This is an optimization exercise on Yosys and OpenROAD, whose aim is small area, a short achievable clock period and few clock cycles per item, not a production implementation.
At most, simulation tests tie the RTL to the original design; equivalence was not proved.
Function not checked in runs 4 to 6: the RTL went through the layout flow alone.
Power and IR drop assume default switching activity.

==> design/flow/design.v <==
module crc64_nvme_byte (
    input  wire [63:0] crc_in,
    input  wire [7:0]  data,
    input  wire        hold,
    output wire [63:0] crc_out
);
    localparam [63:0] POLY_R = 64'h9A6C9329AC4BC9B5;
    reg [63:0] c;
    integer i;
    always @(*) begin
        c = {56'd0, (crc_in[7:0] ^ data) & {8{~hold}}};
        for (i = 0; i < 8; i = i + 1)
            c = (c >> 1) ^ (POLY_R & {64{c[0]}});
        c = c ^ {8'd0, crc_in[63:8]};
    end
    assign crc_out = c;
endmodule
module frame_decoder (
    input  wire        clk,
    input  wire        rst,           
    input  wire        cmd_valid,
    output reg         cmd_ready,
    input  wire [2:0]  cmd_op,
    input  wire [63:0] cmd_arg,
    output reg         rsp_valid,
    output wire [7:0]  rsp_status,
    output wire [7:0]  rsp_cause,
    output wire [63:0] rsp_result,
    input  wire        in_valid,
    output reg         in_ready,
    input  wire [7:0]  in_data,
    output wire        out_valid,
    input  wire        out_ready,
    output wire [7:0]  out_data
);
    localparam [2:0] OP_INIT     = 3'd0;
    localparam [2:0] OP_GET_LCS  = 3'd1;
    localparam [2:0] OP_GET_OFF  = 3'd2;
    localparam [2:0] OP_RESET    = 3'd3;
    localparam [2:0] OP_FINALIZE = 3'd4;
    localparam [5:0] C_BAD_VERSION     = 6'h11;
    localparam [5:0] C_LENGTH_MISMATCH = 6'h12;
    localparam [5:0] C_BAD_FLAGS       = 6'h13;
    localparam [5:0] C_ZERO_SEGMENTS   = 6'h14;
    localparam [5:0] C_SEQUENCE        = 6'h15;
    localparam [5:0] C_CONTENT_OVERRUN = 6'h16;
    localparam [5:0] C_PAST_END        = 6'h17;
    localparam [5:0] C_FINAL_OFFSET    = 6'h18;
    localparam [5:0] C_SEGMENT_CRC     = 6'h20;
    localparam [5:0] C_MESSAGE_CRC     = 6'h21;
    reg        valid;             
    reg        fault;
    reg [5:0]  fcause;            
    reg r_hdr, r_shdr, r_cont, r_sftr, r_mftr, r_fread, r_done;
    reg [63:0] xlen;              
    reg        crc_on;            
    reg [15:0] seg_count;         
    reg [63:0] offset;
    reg [15:0] seg_num;
    reg [63:0] seg_rem;           
    reg [63:0] seg_crc;           
    reg [63:0] msg_crc;           
    reg [7:0]  dr;                
    reg        p_hdr, p_shdr, p_cont, p_sftr, p_mftr;    
    reg [63:0] boundary;
    reg        has_b;             
    reg [15:0] b_seg_num;
    reg [63:0] b_msg_crc;
    reg [3:0]  pend_k;            
    reg        save;              
    reg [3:0]  hcnt;              
    reg        lastb;             
    reg        rem1;              
    reg        last_s;            
    reg        last_n;            
    reg        perr;              
    reg        len_nz;            
    reg [7:0]  pb;                
    reg [7:0]  bsel;              
    reg [1:0]  pbw;               
    reg        ovf;               
    reg [7:0]  e0;                
    reg        ez;                
    reg [7:0]  ob0, ob1;
    reg        ov0, ov1;
    reg        go_init, go_reset, go_fin, go_lcs;
    reg        pending;           
    reg        swapped;           
    reg [2:0]  st_r;
    reg [6:0]  ca_r;
    assign out_valid  = ov0;
    assign out_data   = ob0;
    assign rsp_status = {5'd0, st_r};
    assign rsp_cause  = {1'b0, ca_r};
    assign rsp_result = offset;
    wire take     = in_valid & in_ready;
    wire cmd_fire = cmd_valid & cmd_ready;
    wire footer   = r_sftr | r_mftr;
    wire tl       = take & lastb;             
    wire tc       = take & r_cont;            
    wire init_now = cmd_fire & (cmd_op == OP_INIT);
    wire slow_cmd = (cmd_op == OP_GET_LCS) | (cmd_op == OP_RESET);
    wire swap_bk  = swapped & rsp_valid;
    wire swap     = go_lcs | swap_bk;
    function gt8;
        input [7:0] a, b;
        reg g, e;
        integer i;
        begin
            g = 1'b0;
            e = 1'b1;
            for (i = 7; i >= 0; i = i - 1) begin
                g = g | (e & a[i] & ~b[i]);
                e = e & ~(a[i] ^ b[i]);
            end
            gt8 = g;
        end
    endfunction
    wire [63:0] off_k = offset + {60'd0, pend_k};
    wire [15:0] snp1   = seg_num + 16'd1;
    wire        x_hi0  = (xlen[63:5] == 59'd0);
    wire        x_lt13 = x_hi0 & (xlen[4:0] < 5'd13);
    wire        x_lt23 = x_hi0 & (xlen[4:0] < 5'd23);
    wire e_lt8  = ez & (e0 < 8'd8);
    wire e_lt10 = ez & (e0 < 8'd10);
    wire e_lt16 = ez & (e0 < 8'd16);
    wire e_lt18 = ez & (e0 < 8'd18);
    wire e_eq0  = ez & (e0 == 8'd0);
    wire e_eq16 = ez & (e0 == 8'd16);
    wire [63:0] seg_crc_nx, msg_crc_nx;
    crc64_nvme_byte u_seg_crc (.crc_in(seg_crc), .data(dr), .hold(p_sftr), .crc_out(seg_crc_nx));
    crc64_nvme_byte u_msg_crc (.crc_in(msg_crc), .data(dr), .hold(p_mftr), .crc_out(msg_crc_nx));
    wire [7:0]  seg_now = p_shdr ? 8'hff : (p_cont | p_sftr) ? seg_crc_nx[7:0] : seg_crc[7:0];
    wire [7:0]  msg_now = p_hdr  ? 8'hff : (p_cont | p_mftr) ? msg_crc_nx[7:0] : msg_crc[7:0];
    reg        berr;
    reg [5:0]  bcode;
    always @(*) begin
        berr  = 1'b0;
        bcode = C_BAD_VERSION;
        if (r_hdr) begin
            if (hcnt == 4'd0) begin
                berr = (in_data != 8'd1);  bcode = C_BAD_VERSION;
            end else if (hcnt <= 4'd8) begin
                berr = (in_data != pb);    bcode = C_LENGTH_MISMATCH;
            end else if (hcnt == 4'd9) begin
                berr = (in_data[7:1] != 7'd0); bcode = C_BAD_FLAGS;
            end else if (hcnt == 4'd10) begin
                berr = (in_data != 8'd0);  bcode = C_BAD_FLAGS;
            end
        end else if (r_shdr) begin
            bcode = C_SEQUENCE;
            if (hcnt == 4'd0)      berr = (in_data != snp1[7:0]);
            else if (hcnt == 4'd1) berr = (in_data != snp1[15:8]);
        end else begin
            bcode = r_sftr ? C_SEGMENT_CRC : C_MESSAGE_CRC;
            berr  = (in_data != ~(r_sftr ? seg_now : msg_now));
        end
    end
    wire       ovf_nx  = gt8(in_data, pb) | (ovf & (in_data == pb));
    wire [7:0] pbo     = pb - {7'd0, ovf};
    wire       e_byte0 = (in_data == pbo);
    wire [7:0] e_byte  = pbo - in_data;
    wire       nz_nx   = len_nz | (in_data != 8'd0);
    wire       zero_c  = (seg_count[7:0] == 8'd0) & (in_data == 8'd0);
    wire       ez_z    = ez & (pbo == 8'd0);
    wire       ez_lt8  = ez_z & (e0 < 8'd8);
    wire       ez_lt10 = ez_z & (e0 < 8'd10);
    wire       ez_eq0  = ez_z & (e0 == 8'd0);
    reg  [7:0] x_byte, o_byte;
    integer bi;
    always @(*) begin
        x_byte = 8'd0;
        o_byte = 8'd0;
        for (bi = 0; bi < 8; bi = bi + 1) begin
            x_byte = x_byte | (xlen[8 * bi +: 8] & {8{bsel[bi]}});
            o_byte = o_byte | (offset[8 * bi +: 8] & {8{bsel[bi]}});
        end
        o_byte = o_byte & {8{~r_hdr}};
    end
    wire       pb_first = r_shdr & (hcnt == 4'd1);
    wire [1:0] pbw_in  = (r_shdr & !pb_first) ? pbw : 2'd0;
    wire [9:0] pb_sub  = {2'd0, x_byte} - {2'd0, o_byte} - (pb_first ? 10'd10 : {8'd0, pbw_in});
    wire [1:0] pbw_nx  = pb_sub[9] ? (pb_sub[8] ? 2'd1 : 2'd2) : 2'd0;
    wire flag   = r_hdr ? zero_c : r_shdr ? ovf_nx : berr;
    wire f_reg  = perr | (r_hdr ? x_lt23 : r_shdr ? 1'b0 :
                          r_sftr ? (last_s ? e_lt16 : e_lt18) : !e_eq16);
    wire f_ez   = r_shdr & (crc_on ? ez_lt8 : (last_n ? !ez_eq0 : ez_lt10));
    wire f_cont = rem1 & (crc_on ? e_lt8 : (last_s ? !e_eq0 : e_lt10));
    wire fault_now = (tc & f_cont) | (tl & (f_reg | flag | (f_ez & !nz_nx)));
    wire n_fault = !go_init & (fault | fault_now);
    wire n_valid = valid | go_init;
    reg [5:0] c_set, c_clr;       
    always @(*) begin
        c_set = fcause;
        c_clr = fcause;
        if (r_cont) begin
            c_set = (crc_on | !last_s) ? C_PAST_END : C_FINAL_OFFSET;
            c_clr = c_set;
        end else if (!lastb) begin
            if (!perr) begin c_set = bcode; c_clr = bcode; end
        end else if (r_hdr) begin
            if (!perr) begin c_set = C_ZERO_SEGMENTS; c_clr = C_PAST_END; end
        end else if (r_shdr) begin
            if (!perr) begin
                c_set = C_CONTENT_OVERRUN;
                c_clr = (crc_on | !last_n) ? C_PAST_END : C_FINAL_OFFSET;
            end
        end else if (r_sftr) begin
            c_set = C_SEGMENT_CRC;
            c_clr = perr ? C_SEGMENT_CRC : C_PAST_END;
        end else begin
            c_set = C_MESSAGE_CRC;
            c_clr = perr ? C_MESSAGE_CRC : C_FINAL_OFFSET;
        end
    end
    wire [5:0] n_fcause = take ? (flag ? c_set : c_clr) : fcause;
    reg  run;
    wire b_lt_c   = (b_seg_num < seg_count);
    wire stop_now = (tc & rem1 & !crc_on & last_s) |
                    (tl & (r_mftr | (r_shdr & !crc_on & last_n & !nz_nx)));
    wire n_run    = go_init ? 1'b1 :
                    go_reset ? !(has_b & !b_lt_c & !crc_on) :
                    run & !(fault_now | stop_now);
    reg        n_hdr, n_shdr, n_cont, n_sftr, n_mftr, n_fread, n_done;
    always @(*) begin
        {n_hdr, n_shdr, n_cont, n_sftr, n_mftr, n_fread, n_done} =
            {r_hdr, r_shdr, r_cont, r_sftr, r_mftr, r_fread, r_done};
        if (go_init) begin
            {n_hdr, n_shdr, n_cont, n_sftr, n_mftr, n_fread, n_done} = 7'b1000000;
        end else if (go_reset) begin
            if (!has_b)
                {n_hdr, n_shdr, n_cont, n_sftr, n_mftr, n_fread, n_done} = 7'b1000000;
            else if (b_lt_c)
                {n_hdr, n_shdr, n_cont, n_sftr, n_mftr, n_fread, n_done} = 7'b0100000;
            else if (crc_on)
                {n_hdr, n_shdr, n_cont, n_sftr, n_mftr, n_fread, n_done} = 7'b0000100;
            else
                {n_hdr, n_shdr, n_cont, n_sftr, n_mftr, n_fread, n_done} = 7'b0000010;
        end else if (go_fin) begin
            {n_hdr, n_shdr, n_cont, n_sftr, n_mftr, n_fread, n_done} = 7'b0000001;
        end else if (tc) begin
            if (rem1) begin
                n_cont = 1'b0;
                if (crc_on)      n_sftr  = 1'b1;
                else if (last_s) n_fread = 1'b1;
                else             n_shdr  = 1'b1;
            end
        end else if (tl) begin
            if (r_hdr) begin
                n_hdr = 1'b0; n_shdr = 1'b1;
            end else if (r_shdr) begin
                n_shdr = 1'b0;
                if (nz_nx)       n_cont  = 1'b1;
                else if (crc_on) n_sftr  = 1'b1;
                else if (last_n) n_fread = 1'b1;
                else             n_shdr  = 1'b1;
            end else if (r_sftr) begin
                n_sftr = 1'b0;
                if (last_s) n_mftr = 1'b1;
                else        n_shdr = 1'b1;
            end else begin
                n_mftr = 1'b0; n_fread = 1'b1;
            end
        end
    end
    wire step_ok = !(perr | flag | (r_hdr & x_lt13));
    wire n_save  = (tc & rem1 & !crc_on) |
                   (tl & step_ok & (r_sftr | (r_shdr & !nz_nx & !crc_on)));
    wire push  = tc;
    wire pop   = ov0 & out_ready;
    wire n_ov0 = ov1 | push | (ov0 & !pop);
    wire n_ov1 = ov1 ? !pop : (push & ov0 & !pop);
    always @(posedge clk) begin
        if (rst) begin
            valid     <= 1'b0;
            fault     <= 1'b0;
            in_ready  <= 1'b0;
            run       <= 1'b0;
            ov0       <= 1'b0;
            ov1       <= 1'b0;
            cmd_ready <= 1'b1;
            go_init   <= 1'b0;
            go_reset  <= 1'b0;
            go_fin    <= 1'b0;
            go_lcs    <= 1'b0;
            pending   <= 1'b0;
            swapped   <= 1'b0;
            rsp_valid <= 1'b0;
            pend_k    <= 4'd0;
            save      <= 1'b0;
        end else begin
            valid     <= n_valid;
            fault     <= n_fault;
            run       <= n_run;
            in_ready  <= n_run & !(n_ov0 & n_ov1);
            ov0       <= n_ov0;
            ov1       <= n_ov1;
            cmd_ready <= !cmd_fire;
            go_init   <= cmd_fire & (cmd_op == OP_INIT);
            go_reset  <= cmd_fire & (cmd_op == OP_RESET) & valid & !fault;
            go_fin    <= cmd_fire & (cmd_op == OP_FINALIZE) & valid & !fault & (r_fread | r_done);
            go_lcs    <= cmd_fire & (cmd_op == OP_GET_LCS) & valid;
            pending   <= (cmd_fire & slow_cmd) | ((cmd_fire | pending) & n_ov0);
            rsp_valid <= ((cmd_fire & !slow_cmd) | pending) & !n_ov0;
            swapped   <= go_lcs | (swapped & !rsp_valid);
            pend_k    <= tc ? 4'd1 : !(tl & step_ok) ? 4'd0 :
                         r_hdr ? 4'd13 : r_shdr ? 4'd10 : 4'd8;
            save      <= n_save;
        end
    end
    always @(posedge clk) begin
        fcause <= n_fcause;
        {r_hdr, r_shdr, r_cont, r_sftr, r_mftr, r_fread, r_done} <=
            {n_hdr, n_shdr, n_cont, n_sftr, n_mftr, n_fread, n_done};
        if (!ov0 | pop) ob0 <= ov1 ? ob1 : in_data;
        if (push) ob1 <= in_data;
        if (cmd_fire) begin
            st_r <= 3'd0;
            ca_r <= 7'd0;
            if (cmd_op == OP_INIT) xlen <= cmd_arg;
            if (cmd_op > OP_FINALIZE) begin
                st_r <= 3'd5; ca_r <= 7'h50;
            end else if (cmd_op == OP_INIT) begin
            end else if (!valid) begin
                st_r <= 3'd6; ca_r <= 7'h60;
            end else if (cmd_op == OP_GET_LCS || cmd_op == OP_GET_OFF) begin
            end else if (fault) begin
                st_r <= 3'd7; ca_r <= {1'b0, fcause};
            end else if (cmd_op == OP_FINALIZE && !(r_fread | r_done)) begin
                st_r <= 3'd3; ca_r <= 7'h30;
            end
        end
        offset <= init_now ? 64'd0 : (go_reset | swap) ? boundary : off_k;
        if (go_init | swap | save)
            boundary <= go_init ? 64'd0 : off_k;
        if (go_init | save)
            has_b <= !go_init;
        if (save) begin
            b_seg_num <= seg_num;
            b_msg_crc <= msg_crc;
        end
        if (go_reset | (take & (r_hdr | (r_shdr & lastb))))
            seg_num <= go_reset ? b_seg_num : r_hdr ? 16'd0 : snp1;
        last_n <= (snp1 == seg_count);
        if (go_reset)
            last_s <= (b_seg_num == seg_count);
        else if (take & r_shdr & lastb)
            last_s <= last_n;
        if (take & r_hdr & (hcnt == 4'd9))  crc_on <= in_data[0];
        if (take & r_hdr & (hcnt == 4'd11)) seg_count[7:0] <= in_data;
        if (take & r_hdr & (hcnt == 4'd12)) seg_count[15:8] <= in_data;
        if (go_init | go_reset) begin
            hcnt  <= 4'd0;
            lastb <= 1'b0;
            perr  <= 1'b0;
        end else if (take) begin
            if (lastb | r_cont) begin
                hcnt  <= 4'd0;
                lastb <= 1'b0;
                perr  <= 1'b0;
            end else begin
                hcnt  <= hcnt + 4'd1;
                lastb <= (r_hdr & (hcnt == 4'd11)) | (r_shdr & (hcnt == 4'd8)) |
                         (footer & (hcnt == 4'd6));
                perr  <= perr | berr;
            end
        end
        if (take) begin
            seg_rem <= r_cont ? seg_rem - 64'd1 : {in_data, seg_rem[63:8]};
            rem1    <= r_cont ? (seg_rem == 64'd2) :
                       ((in_data == 8'd0) & (seg_rem[63:16] == 48'd0) & (seg_rem[15:8] == 8'd1));
            len_nz  <= (r_shdr & (hcnt >= 4'd2)) & nz_nx;
            ovf     <= (r_shdr & (hcnt >= 4'd2)) & ovf_nx;
            pbw     <= pbw_nx;
        end
        if (take) pb <= pb_sub[7:0];
        if (go_init | go_reset)
            bsel <= 8'd1;
        else if (take)
            bsel <= (r_shdr & (hcnt == 4'd0)) ? 8'd1 : {bsel[6:0], bsel[7]};
        if (take & r_shdr & (hcnt == 4'd2)) e0 <= e_byte;
        if (take & r_shdr & (hcnt >= 4'd2))
            ez <= (ez | (hcnt == 4'd2)) & ((hcnt == 4'd2) | e_byte0);
        if (take) dr <= in_data;
        {p_hdr, p_shdr, p_cont, p_sftr, p_mftr} <=
            {5{take}} & {r_hdr, r_shdr, r_cont, r_sftr, r_mftr};
        if (p_shdr | p_cont | p_sftr)
            seg_crc <= p_shdr ? {64{1'b1}} : seg_crc_nx;
        if (go_reset | p_hdr | p_cont | p_mftr)
            msg_crc <= go_reset ? b_msg_crc : p_hdr ? {64{1'b1}} : msg_crc_nx;
    end
endmodule
==> design/flow/flow/run.sh <==
#!/bin/bash
# The standard layout (the standard.sh, unchanged synthesis), with two
# settings changed: timing repair aims at a setup slack of 8.0 ns instead of 0,
# so the layout reaches a shorter period, and the buffer put on every port is
# a buf_2 instead of the delay cell the resizer picks by default. Each ORFS
# step writes its own log under orfs/logs; make's output goes to the logs
# named below.
set -euo pipefail
bash standard.sh synth > synth_make.log 2>&1
bash standard.sh SETUP_SLACK_MARGIN=8.0 "BUFFER_PORTS_ARGS=-buffer_cell sky130_fd_sc_hd__buf_2" finish > layout_make.log 2>&1
==> design/flow/standard.sh <==
#!/bin/bash
# synth_recipe.tcl (not shown) runs the flow's synth.tcl, then flattens the netlist and writes it again
# the make line also repeats each setting of config.mk as NAME=value (left out here)
make -C /OpenROAD-flow-scripts/flow DESIGN_CONFIG=/design/flow/config.mk WORK_HOME=/design/flow/orfs CLKGATE_MAP_FILE= SYNTH_SCRIPT=/design/flow/synth_recipe.tcl "${@:-finish}"
==> design/flow/config.mk <==
export PLATFORM = sky130hd
export DESIGN_NAME = frame_decoder
export DESIGN_NICKNAME = frame_decoder
export VERILOG_FILES = /design/flow/design.v
export SDC_FILE = /design/flow/constraint.sdc
export NUM_CORES = 4
export LEC_CHECK = 0
export CAP_MARGIN = 40
export CORE_MARGIN = 2
export CORE_UTILIZATION = 65
export CTS_BUF_LIST = sky130_fd_sc_hd__clkbuf_8
export CTS_CLUSTER_DIAMETER = 50
export CTS_CLUSTER_SIZE = 20
export PLACE_DENSITY = 0.72
export SLEW_MARGIN = 40
==> design/flow/constraint.sdc <==
create_clock -name core_clock -period 12.0 [get_ports {clk}]
set_input_delay 2.4000 -clock core_clock [delete_from_list [all_inputs] [get_ports {clk}]]
set_output_delay 2.4000 -clock core_clock [all_outputs]
set_load 0.01 [all_outputs]
==> results of run 1 <==
==> synth_stat cells, drive strengths merged, types with 13 or more instances <==
master  number
or2         24
inv         74
and2        18
xnor2      305
o21ai       65
a211oi      68
nand2      124
nand2b      73
and4        13
xor2       150
nor2       357
edfxtp     497
ha          53
buf         16
nand3       49
a22oi       74
dfxtp      110
or4         14
nor3        50
or3         25
a21o        16
nor2b       78
nand4       37
a31oi       18
clkbuf     116
nor4        38
and3        21
a21oi      164
==> worst max-delay path, cell delays in order (launching register included) <==
cell       delay (ps)
edfxtp_1          530
xnor2_4           260
xnor2_2           410
xor2_1            290
mux2_4            430
xnor3_1           500
xor2_1            260
o31ai_2           110
nor4_4            270
a31oi_4           240
buf_4             200
nor4b_2           310
a2111oi_2          80
==> final timing paths <==
check	start	end	slack, ps
worst max register to register	dr[2]$_DFFE_PP_	fault$_SDFF_PP0_	8020
worst min-delay path	msg_crc[62]$_DFFE_PP_	b_msg_crc[62]$_DFFE_PP_	470
worst min register to register	msg_crc[62]$_DFFE_PP_	b_msg_crc[62]$_DFFE_PP_	470
worst max-delay path	dr[2]$_DFFE_PP_	fault$_SDFF_PP0_	8020
==> where the power goes <==
part           switching [mW]  internal [mW]  leakage (nW)
Combinational           0.497          0.386          6.06
Sequential              0.130           2.39          5.42
Clock                   0.819          0.580         0.630
Total                    1.45           3.36          12.1
==> logic make-up after synthesis <==
family | Yosys count
adder cells (fa/ha/maj) | 58
flip-flops | 607
AO/OA/AOI/OAI | 494
other | 1
multiplexers | 4
AND/OR/NAND/NOR | 944
XOR/XNOR | 461
buffers and inverters | 210
==> per-layer routing <==
metal,vias up,track usage,routed length (um)
met4,2,0.0868,2080
met1,10700,0.440,33000
li1,10253,-,-
met2,964,0.515,38000
met3,146,0.0561,6420
met5,-,0,13
==> registers in the layout (all words and copies together), names as in the netlist, 2 cells and up <==
register and count:
msg_crc 64, pend_k 4, dr 8, fcause 6, pbw 2, boundary 64, b_msg_crc 64, e0 8
ob1 8, xlen 64, st_r 3, ob0 8, seg_rem 64, hcnt 4, seg_num 16, seg_crc 64
b_seg_num 16, offset 64, pb 8, ca_r 7, seg_count 16, bsel 8
==> repair_timing <==
item | 4_1_cts | 5_1_grt
setup buffers | 6 | 24
gates cloned | 0 | 1
setup endpoints to repair | 21 | 95
pin swaps | 6 | 10
gates resized for setup | 14 | 35
hold buffers | 0 | 0
==> cell type report <==
type	instances	area [um^2]
Antenna cell	3	7.51
Clock buffer	54	743
Clock inverter	42	509
Fill cell	3421	13200
Inverter	78	332
Multi-Input combinational cell	1967	13500
Sequential cell	607	17100
Tap cell	615	769
Timing Repair Buffer	222	1320
Timing Repair inverter	1	11.3
==> stage by stage <==
step                cell area, um^2   util  hold WS (ps)
CTS                           33900  0.714           461
detailed placement            32500  0.685           457
floorplan                     31200      -           437
global placement              32500  0.684           447
global route                  34300  0.723           458
finish                        34300  0.723           469
==> impl_metrics.env, run 1 <==
export IMPL_cap_violations=0
export IMPL_synth_edf_count=497
export IMPL_path_clk_slew_ps=110
export IMPL_dr_first_iter_drc_count=2270
export IMPL_synth_top_family_by_area="simple AND/OR/NAND/NOR gates"
export IMPL_ir_worst_vdd_mv=0.149
export IMPL_synth_top_area_frac=0.481
export IMPL_fin_crit_ps=3980
export IMPL_die_y_um=223
export IMPL_track_usage=0.316
export IMPL_synth_adder_area_share=0.0243
export IMPL_grt_pass1_vias=21372
export IMPL_netlist_area_um2=31100
export IMPL_dp_slack_ps=7230
export IMPL_core_area_um2=47400
export IMPL_antenna_found_initial=4
export IMPL_critPathLaunchType="register"
export IMPL_chipWidth_um=223
export IMPL_dpl_hpwl_um=54700
export IMPL_synth_compound_area_share=0.104
export IMPL_remaining_drc_errors=0
export IMPL_cts_buffers=52
export IMPL_synthXorXnorAreaFrac=0.140
export IMPL_setup_tns_ps=0
export IMPL_post_drt_via_cell_ratio=6.15
export IMPL_muxShareOfSynthArea=0.00137
export IMPL_cp_max_fo=9
export IMPL_p_leak_nw=12.1
export IMPL_synthTopCellsByArea="edfxtp_1 (48%), xnor2_1 (8.1%), dfxtp_1 (7.1%)"
export IMPL_placed_cells=3457
export IMPL_endpoint_kind="register"
export IMPL_r2r_worst_path_cells=12
export IMPL_power_density_nw_per_um2=140
export IMPL_max_freq_mhz=251
export IMPL_gr_total_overflow=0
export IMPL_initial_core_util=0.654
export IMPL_htree_levels=2
export IMPL_holdPathStages=0
export IMPL_postSynthAreaPerCell_um2=11.2
export IMPL_status="complete, no violations"
export IMPL_max_slew_margin=0.443
export IMPL_ctsLongestPathBuffers=3
export IMPL_rsz0062_at_grt="yes"
export IMPL_finalHoldViolCount=0
export IMPL_postRouteAntennaNets=0
export IMPL_seq_area_frac_synth=0.552
export IMPL_nNetsFinal=3066
export IMPL_cp_arrival_ps=4570
export IMPL_tightestPinTransition_ps=829
export IMPL_finalNonFillerCells=3589
export IMPL_synth_largest_area_cell="edfxtp_1"
export IMPL_io_buffers=165
export IMPL_finalWeightedCongestion=0.914
export IMPL_drv_slew=0
export IMPL_yosysWarnings=2
export IMPL_layout_setup_ws_ps=8020
export IMPL_ys_ff_latch=607
export IMPL_grt_pass1_wl_um=122000
export IMPL_numClockSinks=607
export IMPL_crit_type="register to register"
export IMPL_drive_gt1_frac=0.148
export IMPL_vias=22065
export IMPL_yosys_area_share_simple=0.153
export IMPL_synthCells=2779
export IMPL_hp_class="register to register"
export IMPL_wl_per_cell_um=22.1
export IMPL_finalSetupViolations=0
export IMPL_final_common_cell="edfxtp_1"
export IMPL_cts_root_buf="clkbuf_8"
export IMPL_synthToLayoutAreaGrowth_pct=10.4
export IMPL_grt_max_degree=94
export IMPL_rows=80
export IMPL_fin_skew_ps=36.7
export IMPL_synth_cell_types=87
export IMPL_p_total_mw=4.81
export IMPL_required_ps=12590
export IMPL_insertion_delay_ps=710
export IMPL_dieArea_um2=49500
export IMPL_totalWireLength_um=79500
export IMPL_layout_common_cells="edfxtp_1 (497), nor2_1 (346), xnor2_1 (282)"
export IMPL_ios=172
export IMPL_fin_crit_sh=0.332
export IMPL_cts_tree="done"
export IMPL_synthArstFlopShare=0
export IMPL_synth_top_flop_cell="edfxtp_1"
export IMPL_dr_pass1_iters=5
Testbench counts, summed over its fixed seeds: cycles 55,012, items 54,500.
==> run 2: changes to the inputs <==
--- a/design/flow/config.mk
+++ b/design/flow/config.mk
@@ -10,6 +10,6 @@
 export CORE_UTILIZATION = 65
 export CTS_BUF_LIST = sky130_fd_sc_hd__clkbuf_8
 export CTS_CLUSTER_DIAMETER = 50
-export CTS_CLUSTER_SIZE = 20
+export CTS_CLUSTER_SIZE = 16
 export PLACE_DENSITY = 0.72
 export SLEW_MARGIN = 40
==> impl_metrics.env, run 2 <==
export IMPL_cp_num_buf_inv=1
export IMPL_whs_ps=478
export IMPL_cts_tree="done"
export IMPL_power_density_nw_per_um2=138
export IMPL_track_usage=0.316
export IMPL_synth_top_area_frac=0.481
export IMPL_rsz0062_at_grt="yes"
export IMPL_critical_path_cell_chain="clkbuf_4 -> nand2_1 -> maj3_2 -> o211ai_1 -> a211oi_2 -> a22o_1 -> a31oi_4 -> a2111oi_2 -> a311o_1"
export IMPL_post_drt_via_cell_ratio=6.16
export IMPL_yosysWarnings=2
export IMPL_max_freq_mhz=252
export IMPL_io_buffers=165
export IMPL_layout_common_cells="edfxtp_1 (497), nor2_1 (345), xnor2_1 (283)"
export IMPL_route_met2_wl_um=37600
export IMPL_fin_crit_sh=0.330
export IMPL_critPathLaunchType="input port"
export IMPL_synth_edf_count=497
export IMPL_finalWeightedCongestion=0.914
export IMPL_p_leak_nw=12.0
export IMPL_dr_pass1_iters=6
export IMPL_vias=22069
export IMPL_r2r_worst_path_cells=11
export IMPL_synthCells=2779
export IMPL_rows=80
export IMPL_met1Wirelength_um=32500
export IMPL_ctsLongestPathBuffers=3
export IMPL_cap_violations=0
export IMPL_netlist_area_um2=31100
export IMPL_status="complete, no violations"
export IMPL_cp_arrival_ps=4420
export IMPL_endpoint_kind="register"
export IMPL_drive_gt1_frac=0.145
export IMPL_ys_ff_latch=607
export IMPL_crit_type="input port to register"
export IMPL_synthMostInstantiatedCell="edfxtp_1"
export IMPL_placed_cell_area_um2=32500
export IMPL_synthTopCellsByArea="edfxtp_1 (48%), xnor2_1 (8.1%), dfxtp_1 (7.1%)"
export IMPL_insertion_delay_ps=720
export IMPL_totalWireLength_um=79400
export IMPL_wl_per_cell_um=22.1
export IMPL_finish_utilization=0.718
export IMPL_chipWidth_um=223
export IMPL_tightestPinTransition_ps=837
export IMPL_die_y_um=223
export IMPL_required_ps=12450
export IMPL_max_stage_delay_ps=350
export IMPL_cp_depth=9
export IMPL_remaining_drc_errors=0
export IMPL_fin_skew_ps=30.1
export IMPL_synth_commonest_cells="edfxtp_1 (497), nor2_1 (352), xnor2_1 (288)"
export IMPL_ios=172
export IMPL_cts_root_buf="clkbuf_8"
export IMPL_postRouteAntennaNets=0
export IMPL_core_area_um2=47400
export IMPL_antenna_found_initial=6
export IMPL_setup_tns_ps=0
export IMPL_seq_area_frac_synth=0.552
export IMPL_ff_latch_area_um2=17100
export IMPL_gr_total_overflow=0
export IMPL_nNetsFinal=3063
export IMPL_synth_largest_area_cell="edfxtp_1"
export IMPL_synth_cell_types=87
export IMPL_initial_core_util=0.654
export IMPL_path_clk_slew_ps=100
export IMPL_synthToLayoutAreaGrowth_pct=9.75
export IMPL_finalHoldViolCount=0
export IMPL_holdPathStages=0
export IMPL_drv_slew=0
export IMPL_synthArstFlopShare=0
export IMPL_top_layer="met5"
export IMPL_numClockSinks=607
export IMPL_synth_top_flop_cell="edfxtp_1"
export IMPL_ir_worst_vdd_mv=0.119
export IMPL_cp_max_fo=15
export IMPL_final_common_cell="edfxtp_1"
export IMPL_grt_pass1_wl_um=122000
export IMPL_cp_top_family="compound AO/OA/AOI/OAI gates"
export IMPL_dieArea_um2=49500
export IMPL_dr_first_iter_drc_count=2276
export IMPL_postLayoutCellArea_um2=34100
export IMPL_worst_path_max_delay_cell="a31oi_4"
export IMPL_grt_max_degree=94
export IMPL_max_slew_margin=0.442
export IMPL_postSynthAreaPerCell_um2=11.2
export IMPL_fillers=3456
export IMPL_multiInputGateArea_um2=13400
export IMPL_cts_buffers=54
export IMPL_finalSetupViolations=0
export IMPL_htree_levels=2
export IMPL_fin_crit_ps=3970
export IMPL_dpl_hpwl_um=54700
export IMPL_grt_pass1_vias=21438
export IMPL_wl_met3_um=6810
export IMPL_hp_class="register to register"
==> run 2: cell counts after synthesis <==
Identical to the previous run, type by type.
==> run 2: timing repair <==
action,CTS,global route
cloned,0,1
hold buffers,0,0
pin swaps,6,8
gates resized for setup,13,34
setup endpoints to repair,19,95
endpoints found under the hold margin,0,0
setup buffers,9,17
==> run 2: metal layers <==
metal,up-vias,track usage
met2,979,0.510
met4,2,0.0992
met3,170,0.0647
met1,10665,0.433
met5,-,0
li1,10253,-
==> run 2: area by class of cell <==
cell class                      count  area share
Sequential cell                   607       0.503
Antenna cell                        4    0.000294
Multi-Input combinational cell   1967       0.394
Tap cell                          615      0.0226
Clock buffer                       56      0.0226
Inverter                           78     0.00973
Clock inverter                     38      0.0100
Timing Repair Buffer              217      0.0369
Timing Repair inverter              1    0.000330
==> run 2: cell families (layout without fill, tap and decap cells) <==
family                     Yosys count  in the layout  share of synthesized area
and+or+nand+nor                    944            944                      0.153
other                                1             10                   0.000121
buffers and inverters              210            390                     0.0264
xor gates and xnor gates           461            461                      0.140
AOI/OAI and AO/OA                  494            494                      0.104
DFF                                607            607                      0.552
adders and majority gates           58             58                     0.0243
muxes                                4              4                    0.00137
==> run 2: per-stage QoR <==
stage	instances	setup WS (ps)	power [mW]
after floorplan	2784	7770	3.16
after global placement	3457	7140	3.40
after detailed placement	3457	7230	3.42
after CTS	3560	7990	4.70
after global routing	3583	7950	4.87
final	3583	8030	4.70
==> run 2: path summary, 6_finish.rpt <==
check	start	end	slack, ps
worst max-delay path	in_data[0]	fcause[3]$_DFFE_PP_	8030
worst min-delay path	msg_crc[54]$_DFFE_PP_	b_msg_crc[54]$_DFFE_PP_	480
worst max register to register	dr[4]$_DFFE_PP_	fcause[3]$_DFFE_PP_	8060
worst min register to register	msg_crc[54]$_DFFE_PP_	b_msg_crc[54]$_DFFE_PP_	480
==> run 2: worst reg2reg max path, stage by stage (launching register included) <==
cell	delay, ps
edfxtp_1	550
xnor2_4	260
xnor2_2	370
xor2_1	280
mux2_4	430
xnor3_1	490
xor2_1	210
o31ai_2	320
nor4_4	90
a31oi_4	340
a2111oi_2	80
a311o_1	280
==> run 2: report_power, final <==
part           total [mW]  internal, mW  switching, mW
Clock                1.29         0.523          0.767
Combinational       0.882         0.386          0.497
Sequential           2.52          2.39          0.129
Total                4.70          3.30           1.39
==> run 3: changes to the inputs <==
--- a/design/flow/config.mk
+++ b/design/flow/config.mk
@@ -8,8 +8,8 @@
 export CAP_MARGIN = 40
 export CORE_MARGIN = 2
 export CORE_UTILIZATION = 65
-export CTS_BUF_LIST = sky130_fd_sc_hd__clkbuf_8
-export CTS_CLUSTER_DIAMETER = 50
-export CTS_CLUSTER_SIZE = 16
+export CTS_BUF_LIST = sky130_fd_sc_hd__clkbuf_16
+export CTS_CLUSTER_DIAMETER = 80
+export CTS_CLUSTER_SIZE = 24
 export PLACE_DENSITY = 0.72
 export SLEW_MARGIN = 40
==> impl_metrics.env, run 3 <==
export IMPL_remaining_drc_errors=0
export IMPL_final_common_cell="edfxtp_1"
export IMPL_grt_pass1_vias=21327
export IMPL_synth_cell_types=87
export IMPL_initial_core_util=0.654
export IMPL_rows=80
export IMPL_finalSetupViolations=0
export IMPL_core_area_um2=47400
export IMPL_layout_common_cells="edfxtp_1 (497), nor2_1 (346), xnor2_1 (281)"
export IMPL_dr_pass1_iters=7
export IMPL_fin_crit_sh=0.335
export IMPL_post_drt_via_cell_ratio=6.21
export IMPL_insertion_delay_ps=590
export IMPL_synth_top_flop_cell="edfxtp_1"
export IMPL_fillers=3416
export IMPL_drv_slew=0
export IMPL_synth_commonest_cells="edfxtp_1 (497), nor2_1 (352), xnor2_1 (288)"
export IMPL_cap_violations=0
export IMPL_cts_tree="done"
export IMPL_synthXorXnorAreaFrac=0.140
export IMPL_gr_total_overflow=0
export IMPL_yosys_area_share_simple=0.153
export IMPL_synthMostInstantiatedCell="edfxtp_1"
export IMPL_nNetsFinal=3055
export IMPL_fin_crit_ps=4020
export IMPL_postSynthAreaPerCell_um2=11.2
export IMPL_max_freq_mhz=249
export IMPL_busiest_layer="met2"
export IMPL_setup_tns_ps=0
export IMPL_synth_compound_area_share=0.104
export IMPL_seq_area_frac_synth=0.552
export IMPL_chipWidth_um=223
export IMPL_tightestPinTransition_ps=852
export IMPL_grt_use_met1=0.443
export IMPL_numClockSinks=607
export IMPL_fin_skew_ps=20.5
export IMPL_crit_type="register to register"
export IMPL_p_total_mw=4.78
export IMPL_dr_first_iter_drc_count=2279
export IMPL_synth_top_family_by_area="simple AND/OR/NAND/NOR gates"
export IMPL_die_y_um=223
export IMPL_cts_buffers=37
export IMPL_synthCells=2779
export IMPL_drive_gt1_frac=0.139
export IMPL_status="complete, no violations"
export IMPL_grt_pass1_wl_um=122000
export IMPL_ctsLongestPathBuffers=3
export IMPL_finalHoldViolCount=0
export IMPL_grt_use_met3=0.0473
export IMPL_postLayoutCellArea_um2=34300
export IMPL_wl_per_cell_um=22.4
export IMPL_cp_arrival_ps=4490
export IMPL_finish_utilization=0.723
export IMPL_ios=172
export IMPL_synthArstFlopShare=0
export IMPL_synthTopCellsByArea="edfxtp_1 (48%), xnor2_1 (8.1%), dfxtp_1 (7.1%)"
export IMPL_antenna_found_initial=4
export IMPL_synth_edf_count=497
export IMPL_ys_ff_latch=607
export IMPL_required_ps=12460
export IMPL_vias=22085
export IMPL_grt_max_degree=89
export IMPL_yosysWarnings=2
export IMPL_path_clk_slew_ps=90
export IMPL_rsz0062_at_grt="yes"
export IMPL_synth_largest_area_cell="edfxtp_1"
export IMPL_max_slew_margin=0.432
export IMPL_critPathLaunchType="register"
export IMPL_endpoint_kind="register"
export IMPL_track_usage=0.317
export IMPL_io_buffers=165
export IMPL_muxShareOfSynthArea=0.00137
export IMPL_netlist_area_um2=31100
export IMPL_placed_cell_area_um2=32500
export IMPL_finalWeightedCongestion=0.914
export IMPL_cts_root_buf="clkbuf_16"
export IMPL_cp_max_fo=9
export IMPL_totalWireLength_um=79600
export IMPL_grt_use_met2=0.519
export IMPL_hp_class="register to register"
export IMPL_p_leak_nw=12.1
export IMPL_power_density_nw_per_um2=139
export IMPL_htree_levels=2
export IMPL_synthToLayoutAreaGrowth_pct=10.5
export IMPL_synth_top_area_frac=0.481
export IMPL_dieArea_um2=49500
export IMPL_postRouteAntennaNets=0
export IMPL_synth_adder_area_share=0.0243
export IMPL_dpl_hpwl_um=54700
export IMPL_ir_worst_vdd_mv=0.185
-- run 3: changes by cell type in the layout (fill, tap and decap cells not counted), moves of 3 or more --
| cell | before | now |
|---|---|---|
| clkinv_2 | 5 | 0 |
| clkbuf_4 | 4 | 1 |
| inv_4 | 0 | 3 |
| clkbuf_8 | 56 | 0 |
| clkinvlp_4 | 9 | 2 |
| buf_6 | 2 | 6 |
| clkbuf_16 | 0 | 38 |
| clkinv_4 | 5 | 2 |
| buf_4 | 48 | 53 |
-- run 3: path summary, 6_finish.rpt --
check                             start                      end  slack, ps  cells past startpoint
setup / recovery        dr[0]$_DFFE_PP_         fault$_SDFF_PP0_       7980                     13
hold reg to reg   msg_crc[25]$_DFFE_PP_  b_msg_crc[25]$_DFFE_PP_        480                      0
setup reg to reg        dr[0]$_DFFE_PP_         fault$_SDFF_PP0_       7980                     13
hold / removal    msg_crc[25]$_DFFE_PP_  b_msg_crc[25]$_DFFE_PP_        480                      0
-- run 3: repair_timing --
item / CTS / global route
hold buffers: 0 / 0
pin swaps: 8 / 17
endpoints found under the setup margin: 85 / 103
gates cloned: 1 / 2
gates resized for setup: 26 / 40
buffers inserted: 13 / 20
-- run 3: per-stage QoR --
stage	hold slack, ps	cells	worst slack, ps
2_1_floorplan	437	2784	7770
3_3_place_gp	447	3457	7140
3_5_place_dp	457	3457	7230
5_1_grt	477	3557	7900
6_report	478	3557	7980
4_1_cts	476	3531	8000
-- run 3: report_power, final --
part           internal (mW)  total, mW  switching, mW
clock                  0.624       1.37          0.741
combinational          0.390      0.892          0.502
sequential              2.39       2.53          0.131
total                   3.41       4.78           1.37
-- run 3: final cells by class --
type                       count  area, um^2  share of cell area
tap                          615         769              0.0224
timing repair buffer         224        1360              0.0398
sequential                   607       17100               0.500
inverter                      78         335             0.00977
antenna                        3        7.51            0.000219
multi-input combinational   1968       13500               0.393
clock inverter                22         213             0.00620
clock buffer                  38         951              0.0277
timing repair inverter         2        27.5            0.000802
-- run 3: cell families after synthesis --
kind of cell             Yosys count
other                              1
AO/OA/AOI/OAI                    494
AND/OR/NAND/NOR                  944
flip-flops                       607
multiplexers                       4
adder cells (fa/ha/maj)           58
buffers and inverters            210
XOR/XNOR                         461
-- run 3: critical path, stage by stage, from the launching register on --
cell	delay, ps
edfxtp_1	550
xnor2_4	210
buf_12	160
xnor2_4	240
xor2_1	310
mux2_4	440
xnor2_4	300
xnor2_1	190
a221oi_2	410
xnor2_1	200
a31oi_4	360
buf_6	150
nor4b_2	40
a2111oi_2	330
-- run 3: metal layers --
| layer | share of wire | vias up | routed length, um |
|---|---|---|---|
| met2 | 0.48 | 905 | 38500 |
| met4 | 0.027 | 2 | 2150 |
| met1 | 0.41 | 10815 | 32800 |
| met3 | 0.076 | 128 | 6040 |
| li1 | - | 10235 | - |
| met5 | 0.00016 | - | 13 |
==> run 4: changes to the inputs <==
--- a/design/flow/design.v
+++ b/design/flow/design.v
@@ -60,7 +60,6 @@
     reg [63:0] seg_rem;           
     reg [63:0] seg_crc;           
     reg [63:0] msg_crc;           
-    reg [7:0]  dr;                
     reg        p_hdr, p_shdr, p_cont, p_sftr, p_mftr;    
     reg [63:0] boundary;
     reg        has_b;             
@@ -128,8 +127,8 @@
     wire e_eq0  = ez & (e0 == 8'd0);
     wire e_eq16 = ez & (e0 == 8'd16);
     wire [63:0] seg_crc_nx, msg_crc_nx;
-    crc64_nvme_byte u_seg_crc (.crc_in(seg_crc), .data(dr), .hold(p_sftr), .crc_out(seg_crc_nx));
-    crc64_nvme_byte u_msg_crc (.crc_in(msg_crc), .data(dr), .hold(p_mftr), .crc_out(msg_crc_nx));
+    crc64_nvme_byte u_seg_crc (.crc_in(seg_crc), .data(ob1), .hold(p_sftr), .crc_out(seg_crc_nx));
+    crc64_nvme_byte u_msg_crc (.crc_in(msg_crc), .data(ob1), .hold(p_mftr), .crc_out(msg_crc_nx));
     wire [7:0]  seg_now = p_shdr ? 8'hff : (p_cont | p_sftr) ? seg_crc_nx[7:0] : seg_crc[7:0];
     wire [7:0]  msg_now = p_hdr  ? 8'hff : (p_cont | p_mftr) ? msg_crc_nx[7:0] : msg_crc[7:0];
     reg        berr;
@@ -381,7 +380,6 @@
         if (take & r_shdr & (hcnt == 4'd2)) e0 <= e_byte;
         if (take & r_shdr & (hcnt >= 4'd2))
             ez <= (ez | (hcnt == 4'd2)) & ((hcnt == 4'd2) | e_byte0);
-        if (take) dr <= in_data;
         {p_hdr, p_shdr, p_cont, p_sftr, p_mftr} <=
             {5{take}} & {r_hdr, r_shdr, r_cont, r_sftr, r_mftr};
         if (p_shdr | p_cont | p_sftr)
==> design/flow/config.mk (replaced) <==
export PLATFORM = sky130hd
export DESIGN_NAME = frame_decoder
export DESIGN_NICKNAME = frame_decoder
export VERILOG_FILES = /design/flow/design.v
export SDC_FILE = /design/flow/constraint.sdc
export NUM_CORES = 4
export LEC_CHECK = 0
export CAP_MARGIN = 40
export CORE_MARGIN = 2
export CORE_UTILIZATION = 75
export CTS_BUF_LIST = sky130_fd_sc_hd__clkbuf_8
export PLACE_DENSITY = 0.82
export SLEW_MARGIN = 40
==> impl_metrics.env, run 4 <==
export IMPL_postSynthAreaPerCell_um2=10.9
export IMPL_power_density_nw_per_um2=132
export IMPL_setup_tns_ps=0
export IMPL_max_freq_mhz=240
export IMPL_gr_total_overflow=0
export IMPL_max_slew_margin=-0.0570
export IMPL_seq_area_frac_synth=0.546
export IMPL_numClockSinks=599
export IMPL_io_buffers=165
export IMPL_synth_compound_area_share=0.108
export IMPL_power_frac_comb=0.093
export IMPL_vias=24240
export IMPL_muxShareOfSynthArea=0.00275
export IMPL_ir_worst_vdd_mv=0.136
export IMPL_antenna_found_initial=6
export IMPL_cts_tree="done"
export IMPL_power_frac_seq=0.519
export IMPL_netlist_area_um2=30900
export IMPL_hp_class="register to register"
export IMPL_synth_largest_area_cell="edfxtp_1"
export IMPL_die_y_um=207
export IMPL_grt_pass1_vias=23357
export IMPL_synthArstFlopShare=0
export IMPL_fin_crit_ps=4170
export IMPL_synth_commonest_cells="edfxtp_1 (489), nor2_1 (360), xnor2_1 (287)"
export IMPL_initial_core_util=0.759
export IMPL_endpoint_kind="register"
export IMPL_ios=172
export IMPL_check_faults="max-capacitance violations, max-slew violations"
export IMPL_grt_pass1_wl_um=127000
export IMPL_rsz0062_at_grt="yes"
export IMPL_finalNonFillerCells=3634
export IMPL_drv_slew=3
export IMPL_dr_first_iter_drc_count=3415
export IMPL_grt_max_degree=123
export IMPL_synthTopCellsByArea="edfxtp_1 (47%), xnor2_1 (8.1%), dfxtp_1 (7.1%)"
export IMPL_status="finished with violations"
export IMPL_track_usage=0.376
export IMPL_nNetsFinal=3155
export IMPL_wl_per_cell_um=23.8
export IMPL_cap_violations=1
export IMPL_core_area_um2=40700
export IMPL_htree_levels=3
export IMPL_critPathLaunchType="register"
export IMPL_totalWireLength_um=86600
export IMPL_synth_top_flop_cell="edfxtp_1"
export IMPL_max_stage_delay_ps=550
export IMPL_chipWidth_um=207
export IMPL_synth_top_family_by_area="simple AND/OR/NAND/NOR gates"
export IMPL_cp_max_fo=8
export IMPL_ys_ff_latch=599
export IMPL_finalSetupViolations=0
export IMPL_cts_root_buf="clkbuf_8"
export IMPL_remaining_drc_errors=0
export IMPL_tightestPinTransition_ps=1570
export IMPL_fin_crit_sh=0.348
export IMPL_synthMostInstantiatedCell="edfxtp_1"
export IMPL_finalWeightedCongestion=0.948
export IMPL_worst_path_max_delay_cell="edfxtp_1"
export IMPL_power_frac_clock=0.388
export IMPL_final_common_cell="edfxtp_1"
export IMPL_synth_edf_count=489
export IMPL_cp_arrival_ps=4610
export IMPL_synth_top_area_frac=0.475
export IMPL_holdPathStages=0
export IMPL_rows=74
export IMPL_dpl_hpwl_um=53900
export IMPL_ctsLongestPathBuffers=3
export IMPL_synth_cell_types=80
export IMPL_synth_adder_area_share=0.0244
export IMPL_placed_cells=3407
export IMPL_swShare=0.262
export IMPL_dieArea_um2=42900
export IMPL_synthCells=2828
export IMPL_p_int_mw=3.40
export IMPL_fin_skew_ps=52.1
export IMPL_yosys_area_share_simple=0.157
export IMPL_path_clk_slew_ps=60
export IMPL_cts_buffers=96
export IMPL_crit_type="register to register"
export IMPL_drive_gt1_frac=0.160
export IMPL_synthToLayoutAreaGrowth_pct=13.1
export IMPL_layout_common_cells="edfxtp_1 (489), nor2_1 (355), xnor2_1 (268)"
export IMPL_postRouteAntennaNets=0
export IMPL_dr_pass1_iters=10
export IMPL_insertion_delay_ps=730
export IMPL_finish_utilization=0.859
export IMPL_p_sw_mw=1.21
export IMPL_cts_hold_fix_buffers=0
export IMPL_p_leak_nw=12.8
export IMPL_r2r_worst_path_cells=11
export IMPL_critical_path_cell_chain="xor2_2 -> xnor3_1 -> or4_1 -> nand4_1 -> o21ai_1 -> a2111oi_4 -> nand4_1 -> a2111o_1 -> o31a_1 -> nor2_4 -> a211oi_2"
export IMPL_post_drt_via_cell_ratio=6.67
export IMPL_finalHoldViolCount=0
export IMPL_crit_path_frequent_cell="nand4_1"
export IMPL_synthXorXnorAreaFrac=0.135
export IMPL_required_ps=12440
export IMPL_yosysWarnings=2
-- run 4: path summary, 6_finish.rpt --
| kind | start | slack [ps] | end |
|---|---|---|---|
| max | msg_crc[0]$_DFFE_PP_ | 7830 | fcause[5]$_DFFE_PP_ |
| min | msg_crc[22]$_DFFE_PP_ | 470 | b_msg_crc[22]$_DFFE_PP_ |
| min reg2reg | msg_crc[22]$_DFFE_PP_ | 470 | b_msg_crc[22]$_DFFE_PP_ |
| max reg2reg | msg_crc[0]$_DFFE_PP_ | 7830 | fcause[5]$_DFFE_PP_ |
-- run 4: kinds of logic (layout without fill, tap and decap cells) --
logic type,Yosys count,after routing
DFF,599,599
AOI/OAI and AO/OA,520,520
muxes,8,8
adders and majority gates,58,58
other,1,11
and+or+nand+nor,981,981
xor gates and xnor gates,446,446
buffers and inverters,215,479
-- run 4: per-stage QoR --
| step | area, um^2 | hold WS (ps) | power [mW] | setup slack [ps] |
|---|---|---|---|---|
| global route | 35000 | 487 | 4.73 | 7720 |
| floorplan | 31100 | 428 | 2.68 | 7510 |
| finish | 35000 | 472 | 4.61 | 7830 |
| CTS | 34400 | 471 | 4.58 | 7960 |
| global placement | 32100 | 452 | 2.81 | 7100 |
| detailed placement | 32100 | 459 | 2.83 | 7050 |
-- run 4: final cells by class --
class | count | area [um^2]
tap | 532 | 666
fill | 2017 | 5750
clock inverter | 73 | 480
inverter | 76 | 315
multi-input combinational | 2019 | 13800
timing repair buffer | 226 | 1370
clock buffer | 104 | 1430
sequential | 599 | 16900
antenna | 5 | 12.5
-- run 4: timing repair --
action,4_1_cts,5_1_grt
setup buffers,22,23
gates resized for setup,33,63
pin swaps,8,22
endpoints found under the setup margin,95,95
-- run 4: power by group through the flow --
stage	Clock (mW)	Combinational [mW]	Sequential, mW
after floorplan	0	0.279	2.40
after global routing	1.87	0.464	2.40
final	1.79	0.428	2.39
after CTS	1.78	0.411	2.39
after detailed placement	0	0.404	2.43
after global placement	0	0.384	2.43
-- run 4: worst max-delay path, delay by kind of cell (launching register included) --
kind	cells	cell delay [ps]
xor gates and xnor gates	2	830
AOI/OAI and AO/OA	5	1380
and+or+nand+nor	4	1140
DFF	1	550
-- run 4: per-layer routing --
metal  routed length (um)  GRT usage  vias to the layer above
li1                     -          -                    10554
met1                31500      0.487                    11533
met2                41200      0.613                     1728
met3                 9120     0.0784                      423
met4                 4750      0.173                        2
met5                   13          0                        -
==> run 5: changes to the inputs <==
--- a/design/flow/config.mk
+++ b/design/flow/config.mk
@@ -5,9 +5,10 @@
 export SDC_FILE = /design/flow/constraint.sdc
 export NUM_CORES = 4
 export LEC_CHECK = 0
+export ABC_AREA = 1
 export CAP_MARGIN = 40
 export CORE_MARGIN = 2
-export CORE_UTILIZATION = 75
+export CORE_UTILIZATION = 65
 export CTS_BUF_LIST = sky130_fd_sc_hd__clkbuf_8
-export PLACE_DENSITY = 0.82
+export PLACE_DENSITY = 0.72
 export SLEW_MARGIN = 40
==> impl_metrics.env, run 5 <==
export IMPL_fin_skew_ps=31.3
export IMPL_fin_crit_ps=3980
export IMPL_synthTopCellsByArea="edfxtp_1 (45%), nand2_1 (6.8%), dfxtp_1 (6.7%)"
export IMPL_wl_per_cell_um=20.6
export IMPL_synth_top_flop_cell="edfxtp_1"
export IMPL_met1Wirelength_um=38600
export IMPL_htree_levels=3
export IMPL_dr_first_iter_drc_count=2793
export IMPL_ir_worst_vdd_mv=0.125
export IMPL_cp_arrival_ps=4410
export IMPL_synthCells=3571
export IMPL_required_ps=12430
export IMPL_wl_met3_um=8510
export IMPL_netlist_area_um2=32700
export IMPL_grt_pass1_wl_um=144000
export IMPL_cp_max_fo=6
export IMPL_cts_root_buf="clkbuf_8"
export IMPL_dieArea_um2=52100
export IMPL_finalNonFillerCells=4555
export IMPL_synth_top_area_frac=0.449
export IMPL_cts_buffers=97
export IMPL_power_density_nw_per_um2=125
export IMPL_worstHoldStart="msg_crc[35]$_DFFE_PP_"
export IMPL_setup_tns_ps=0
export IMPL_synth_commonest_cells="nand2_1 (594), inv_1 (520), edfxtp_1 (489)"
export IMPL_chipWidth_um=228
export IMPL_drive_gt1_frac=0.153
export IMPL_totalWireLength_um=93700
export IMPL_cap_violations=0
export IMPL_yosysWarnings=2
export IMPL_crit_type="register to register"
export IMPL_rsz0062_at_grt="yes"
export IMPL_max_slew_margin=0.404
export IMPL_io_buffers=165
export IMPL_dp_slack_ps=7300
export IMPL_synthMostInstantiatedCell="nand2_1"
export IMPL_ys_ff_latch=599
export IMPL_initial_core_util=0.656
export IMPL_max_freq_mhz=251
export IMPL_path_clk_slew_ps=60
export IMPL_synth_cell_types=78
export IMPL_grt_max_degree=83
export IMPL_remaining_drc_errors=0
export IMPL_synth_largest_area_cell="edfxtp_1"
export IMPL_status="complete, no violations"
export IMPL_p_leak_nw=15.6
export IMPL_die_y_um=228
export IMPL_tightestPinTransition_ps=891
export IMPL_cts_tree="done"
export IMPL_synthArstFlopShare=0
export IMPL_grt_pass1_vias=26116
export IMPL_hp_class="register to register"
export IMPL_finalWeightedCongestion=0.978
export IMPL_fillers=3571
export IMPL_cp_startpoint="ob1[3]$_DFFE_PP_"
export IMPL_finalSetupViolations=0
export IMPL_drv_slew=0
export IMPL_postSynthAreaPerCell_um2=9.15
export IMPL_layout_common_cells="nand2_1 (575), inv_1 (551), edfxtp_1 (489)"
export IMPL_post_drt_via_cell_ratio=5.99
export IMPL_ios=172
export IMPL_postRouteAntennaNets=0
export IMPL_gr_total_overflow=0
export IMPL_crit_path_frequent_cell="nand2_1"
export IMPL_core_area_um2=49900
export IMPL_layout_setup_ws_ps=8020
export IMPL_dr_pass1_iters=6
export IMPL_seq_area_frac_synth=0.517
export IMPL_finalHoldViolCount=0
export IMPL_route_met2_wl_um=43300
export IMPL_rows=82
export IMPL_max_stage_delay_ps=550
export IMPL_critPathLaunchType="register"
export IMPL_ctsLongestPathBuffers=3
export IMPL_nNetsFinal=3937
export IMPL_vias=27269
export IMPL_dpl_hpwl_um=66800
export IMPL_r2r_start="ob1[3]$_DFFE_PP_"
export IMPL_synthToLayoutAreaGrowth_pct=12.9
export IMPL_insertion_delay_ps=710
export IMPL_endpoint_kind="register"
export IMPL_fin_crit_sh=0.332
export IMPL_worst_path_max_delay_cell="edfxtp_1"
export IMPL_antenna_found_initial=1
export IMPL_final_common_cell="nand2_1"
export IMPL_placed_cells=4335
export IMPL_numClockSinks=599
export IMPL_track_usage=0.352
export IMPL_synth_edf_count=489
export IMPL_top_layer="met4"
export IMPL_finish_utilization=0.740
run 5: changes by cell type after synthesis, sizes merged, moves of 62 or more:
cell and change:
a22oi -75, inv +459, nand2 +494, nand2b -65, nand3 +167, nor2b -80, o211ai +62, o21ai +92
xnor2 -220, xor2 +84
run 5: per-stage QoR:
stage	total power, mW	hold WS [ps]	instance area (um^2)
2_1_floorplan	2.67	436	32900
3_3_place_gp	2.82	443	34200
3_5_place_dp	2.83	456	34200
4_1_cts	4.62	459	36300
5_1_grt	4.78	475	36900
6_report	4.62	474	36900
run 5: final cells by class:
cell class / instances / area [um^2] / share of cell area
antenna: 2 / 5.00 / 0.000136
clock buffer: 108 / 1490 / 0.0403
clock inverter: 72 / 464 / 0.0126
inverter: 540 / 2060 / 0.0558
multi-input combinational: 2340 / 13800 / 0.375
sequential: 599 / 16900 / 0.458
tap: 672 / 841 / 0.0228
timing repair buffer: 222 / 1310 / 0.0354
run 5: kinds of logic after synthesis:
kind of cell	Yosys count	share of synthesized area
buffers and inverters	638	0.0758
other	1	0.000115
XOR/XNOR	296	0.0802
flip-flops	599	0.517
adder cells (fa/ha/maj)	57	0.0227
AO/OA/AOI/OAI	537	0.100
AND/OR/NAND/NOR	1443	0.204
run 5: final timing paths:
path,to,slack (ps),depth (start not counted)
max,fcause[0]$_DFFE_PP_,8020,28
min,b_msg_crc[35]$_DFFE_PP_,470,0
max reg2reg,fcause[0]$_DFFE_PP_,8020,28
min reg2reg,b_msg_crc[35]$_DFFE_PP_,470,0
run 5: critical path, delay by kind of cell (launching register included):
kind            cells  cell delay [ps]
buf+inv             2              280
flops               1              550
simple gates       22             2370
compound gates      4              500
run 5: power breakdown:
part           switching (mW)  internal, mW  leakage, nW  total, mW
Combinational           0.278         0.155         9.07      0.433
Clock                   0.848         0.956         1.14       1.80
Sequential             0.0931          2.29         5.37       2.39
run 5: layer usage:
layer  vias to the layer above  GRT usage
met2                      1440      0.559
met5                         -          0
met3                       247     0.0604
met4                         0      0.128
li1                      12575          -
met1                     13007      0.489
run 5: timing repair:
action                                 in CTS  in global routing
setup buffers                               4                 33
pin swaps                                   1                 19
setup endpoints to repair                  25                 39
resized for setup                          14                 78
hold buffers                                0                  0
endpoints found under the hold margin       0                  0
gates cloned                                0                  1
==> run 6: changes to the inputs <==
--- a/design/flow/config.mk
+++ b/design/flow/config.mk
@@ -5,10 +5,11 @@
 export SDC_FILE = /design/flow/constraint.sdc
 export NUM_CORES = 4
 export LEC_CHECK = 0
-export ABC_AREA = 1
 export CAP_MARGIN = 40
 export CORE_MARGIN = 2
 export CORE_UTILIZATION = 65
 export CTS_BUF_LIST = sky130_fd_sc_hd__clkbuf_8
+export CTS_CLUSTER_DIAMETER = 50
+export CTS_CLUSTER_SIZE = 16
 export PLACE_DENSITY = 0.72
 export SLEW_MARGIN = 40
==> impl_metrics.env, run 6 <==
export IMPL_r2r_start="ob1[2]$_DFFE_PP_"
export IMPL_initial_core_util=0.661
export IMPL_drive_gt1_frac=0.145
export IMPL_final_common_cell="edfxtp_1"
export IMPL_power_frac_comb=0.101
export IMPL_remaining_drc_errors=0
export IMPL_fin_crit_sh=0.338
export IMPL_synth_cell_types=80
export IMPL_p_int_mw=3.11
export IMPL_placed_cell_area_um2=32300
export IMPL_rows=79
export IMPL_numClockSinks=599
export IMPL_cts_hold_fix_buffers=0
export IMPL_cts_root_buf="clkbuf_8"
export IMPL_io_buffers=165
export IMPL_synth_top_area_frac=0.475
export IMPL_cp_arrival_ps=4460
export IMPL_grt_max_degree=123
export IMPL_finalSetupViolations=0
export IMPL_tightestPinTransition_ps=836
export IMPL_finish_utilization=0.736
export IMPL_postLayoutCellArea_um2=34400
export IMPL_synth_commonest_cells="edfxtp_1 (489), nor2_1 (360), xnor2_1 (287)"
export IMPL_finalWeightedCongestion=0.916
export IMPL_core_area_um2=46800
export IMPL_synthCells=2828
export IMPL_drv_slew=0
export IMPL_synthArstFlopShare=0
export IMPL_synth_top_flop_cell="edfxtp_1"
export IMPL_crit_type="register to register"
export IMPL_whs_ps=487
export IMPL_gr_total_overflow=0
export IMPL_layout_common_cells="edfxtp_1 (489), nor2_1 (357), xnor2_1 (271)"
export IMPL_dpl_hpwl_um=53200
export IMPL_netlist_area_um2=30900
export IMPL_ir_worst_vdd_mv=0.149
export IMPL_synthToLayoutAreaGrowth_pct=11.3
export IMPL_insertion_delay_ps=690
export IMPL_htree_levels=2
export IMPL_synth_largest_area_cell="edfxtp_1"
export IMPL_chipWidth_um=222
export IMPL_p_total_mw=4.19
export IMPL_synth_edf_count=489
export IMPL_cp_startpoint="ob1[2]$_DFFE_PP_"
export IMPL_dr_first_iter_drc_count=2181
export IMPL_nNetsFinal=3123
export IMPL_finalHoldViolCount=0
export IMPL_finalNonFillerCells=3644
export IMPL_grt_pass1_vias=21978
export IMPL_dr_pass1_iters=6
export IMPL_ctsLongestPathBuffers=3
export IMPL_antenna_found_initial=8
export IMPL_hp_class="register to register"
export IMPL_ys_ff_latch=599
export IMPL_cp_max_fo=7
export IMPL_dp_slack_ps=7060
export IMPL_synthTopCellsByArea="edfxtp_1 (47%), xnor2_1 (8.1%), dfxtp_1 (7.1%)"
export IMPL_cap_violations=0
export IMPL_status="complete, no violations"
export IMPL_power_frac_clock=0.329
export IMPL_p_sw_mw=1.08
export IMPL_power_density_nw_per_um2=122
export IMPL_post_drt_via_cell_ratio=6.19
export IMPL_grt_pass1_wl_um=122000
export IMPL_postSynthAreaPerCell_um2=10.9
export IMPL_setup_tns_ps=0
export IMPL_rsz0062_at_grt="yes"
export IMPL_cts_buffers=54
export IMPL_seq_area_frac_synth=0.546
export IMPL_fin_skew_ps=33.9
export IMPL_fin_crit_ps=4050
export IMPL_dieArea_um2=49300
export IMPL_totalWireLength_um=78700
export IMPL_cts_tree="done"
export IMPL_power_frac_seq=0.570
export IMPL_vias=22567
export IMPL_wl_per_cell_um=21.6
export IMPL_path_clk_slew_ps=90
export IMPL_track_usage=0.312
export IMPL_placed_cells=3486
export IMPL_max_slew_margin=0.443
export IMPL_die_y_um=222
export IMPL_fillers=3328
export IMPL_synthMostInstantiatedCell="edfxtp_1"
export IMPL_endpoint_kind="register"
export IMPL_p_leak_nw=12.4
export IMPL_swShare=0.257
export IMPL_required_ps=12410
export IMPL_ios=172
export IMPL_max_freq_mhz=247
export IMPL_layout_setup_ws_ps=7950
export IMPL_worstHoldStart="boundary[1]$_SDFFCE_PP0P_"
export IMPL_critPathLaunchType="register"
export IMPL_postRouteAntennaNets=0
export IMPL_yosysWarnings=2
[run 6: cell types whose count changed after synthesis, moves of 44 or more]
cell | before | now
xor2_1 | 220 | 137
clkbuf_1 | 76 | 120
xnor2_1 | 73 | 287
o211ai_1 | 66 | 4
a211oi_1 | 15 | 70
a22oi_1 | 1 | 76
o21ai_0 | 170 | 84
nor2b_1 | 0 | 80
a21oi_1 | 117 | 169
o22ai_1 | 64 | 8
nand3_1 | 191 | 47
inv_1 | 520 | 74
nand2b_1 | 0 | 65
nand2_1 | 594 | 151
[run 6: layout make-up]
cell class	instances	area (um^2)	share of cell area
flip-flops and latches	599	16900	0.491
repair buffers	236	1480	0.0430
multi-input cells	2019	13700	0.398
diodes	6	15.0	0.000436
clock inverters	42	439	0.0128
well taps	607	759	0.0221
inverters	76	315	0.00916
clock buffers	59	812	0.0236
[run 6: what timing repair did]
item                                   CTS  global route
pin swaps                                7            19
cloned                                   0             2
buffers inserted                        13            35
resized for setup                       28            46
endpoints found under the hold margin    0             0
setup endpoints to repair               84            42
[run 6: critical path: stages, from the launching register on]
cell       delay [ps]
edfxtp_1          410
buf_4             180
xnor2_4           170
xor3_2            520
xnor3_2           510
nor2_8            160
xnor3_2           280
xnor2_1           200
o2bb2ai_1         190
a2111o_1          510
o31a_1            370
nor2_4            200
a211oi_2           90
[run 6: final timing paths]
check / end / slack, ps / depth (start not counted)
setup / recovery: fcause[5]$_DFFE_PP_ / 7950 / 12
hold / removal: offset[1]$_SDFF_PP0_ / 490 / 2
setup reg to reg: fcause[5]$_DFFE_PP_ / 7950 / 12
hold reg to reg: offset[1]$_SDFF_PP0_ / 490 / 2
[run 6: metal layers]
metal,wire [um],vias up,global-route usage
li1,-,10481,-
met1,32500,10961,0.431
met2,37800,948,0.506
met3,5930,173,0.0516
met4,2550,4,0.109
met5,27,-,0
[run 6: cell families (layout without fill, tap and decap cells)]
group | after synthesis | count (layout) | share of synthesized area
multiplexers | 8 | 8 | 0.00275
AO/OA/AOI/OAI | 520 | 520 | 0.108
flip-flops | 599 | 599 | 0.546
AND/OR/NAND/NOR | 981 | 981 | 0.157
other | 1 | 12 | 0.000121
adder cells (fa/ha/maj) | 58 | 58 | 0.0244
XOR/XNOR | 446 | 446 | 0.135
buffers and inverters | 215 | 413 | 0.0270
[run 6: power by group through the flow]
stage                     sequential (mW)  combinational [mW]  clock, mW
after floorplan                      2.40               0.279          0
after global placement               2.43               0.392          0
after detailed placement             2.43               0.405          0
after CTS                            2.38               0.409       1.40
after global routing                 2.39               0.466       1.47
final                                2.39               0.423       1.38

afterwards: timing with drivers on the ports:
How much do the figures lean on ideal ports? The routed layouts below were timed once more, with nothing changed but the port constraints.
Step 1 (the two cells are an assumption about what drives the block):
set clk [get_ports {clk}]
set_driving_cell -lib_cell sky130_fd_sc_hd__clkbuf_16 $clk
set_driving_cell -lib_cell sky130_fd_sc_hd__buf_2 [delete_from_list [all_inputs] $clk]
Step 2 also shifts input and output timing later by t, the mid clock arrival at the registers, as if the neighbouring blocks saw the same clock.
Slacks: ideal ports / drivers / drivers and shift; pairs: ideal ports / drivers.
run	t, ns	setup WS [ns]	hold slack, ns	slew at the worst register clock pin (ns)
run 1	0.750	8.016 / 8.016 / 7.310	0.469 / 0.469 / 0.469	0.12 / 0.12
run 2	0.752	8.035 / 8.061 / 7.312	0.478 / 0.478 / 0.478	0.11 / 0.11
run 3	0.635	7.979 / 7.979 / 7.420	0.478 / 0.478 / 0.478	0.10 / 0.10
run 4	0.762	7.828 / 7.828 / 7.269	0.472 / 0.472 / 0.472	0.07 / 0.07
run 5	0.754	8.019 / 8.019 / 7.356	0.474 / 0.474 / 0.474	0.07 / 0.07
run 6	0.730	7.946 / 7.939 / 7.209	0.487 / 0.487 / 0.487	0.10 / 0.10
The setup slack of run 6, which loses most, moves by -0.007 ns with the drivers and by -0.737 ns with both steps.
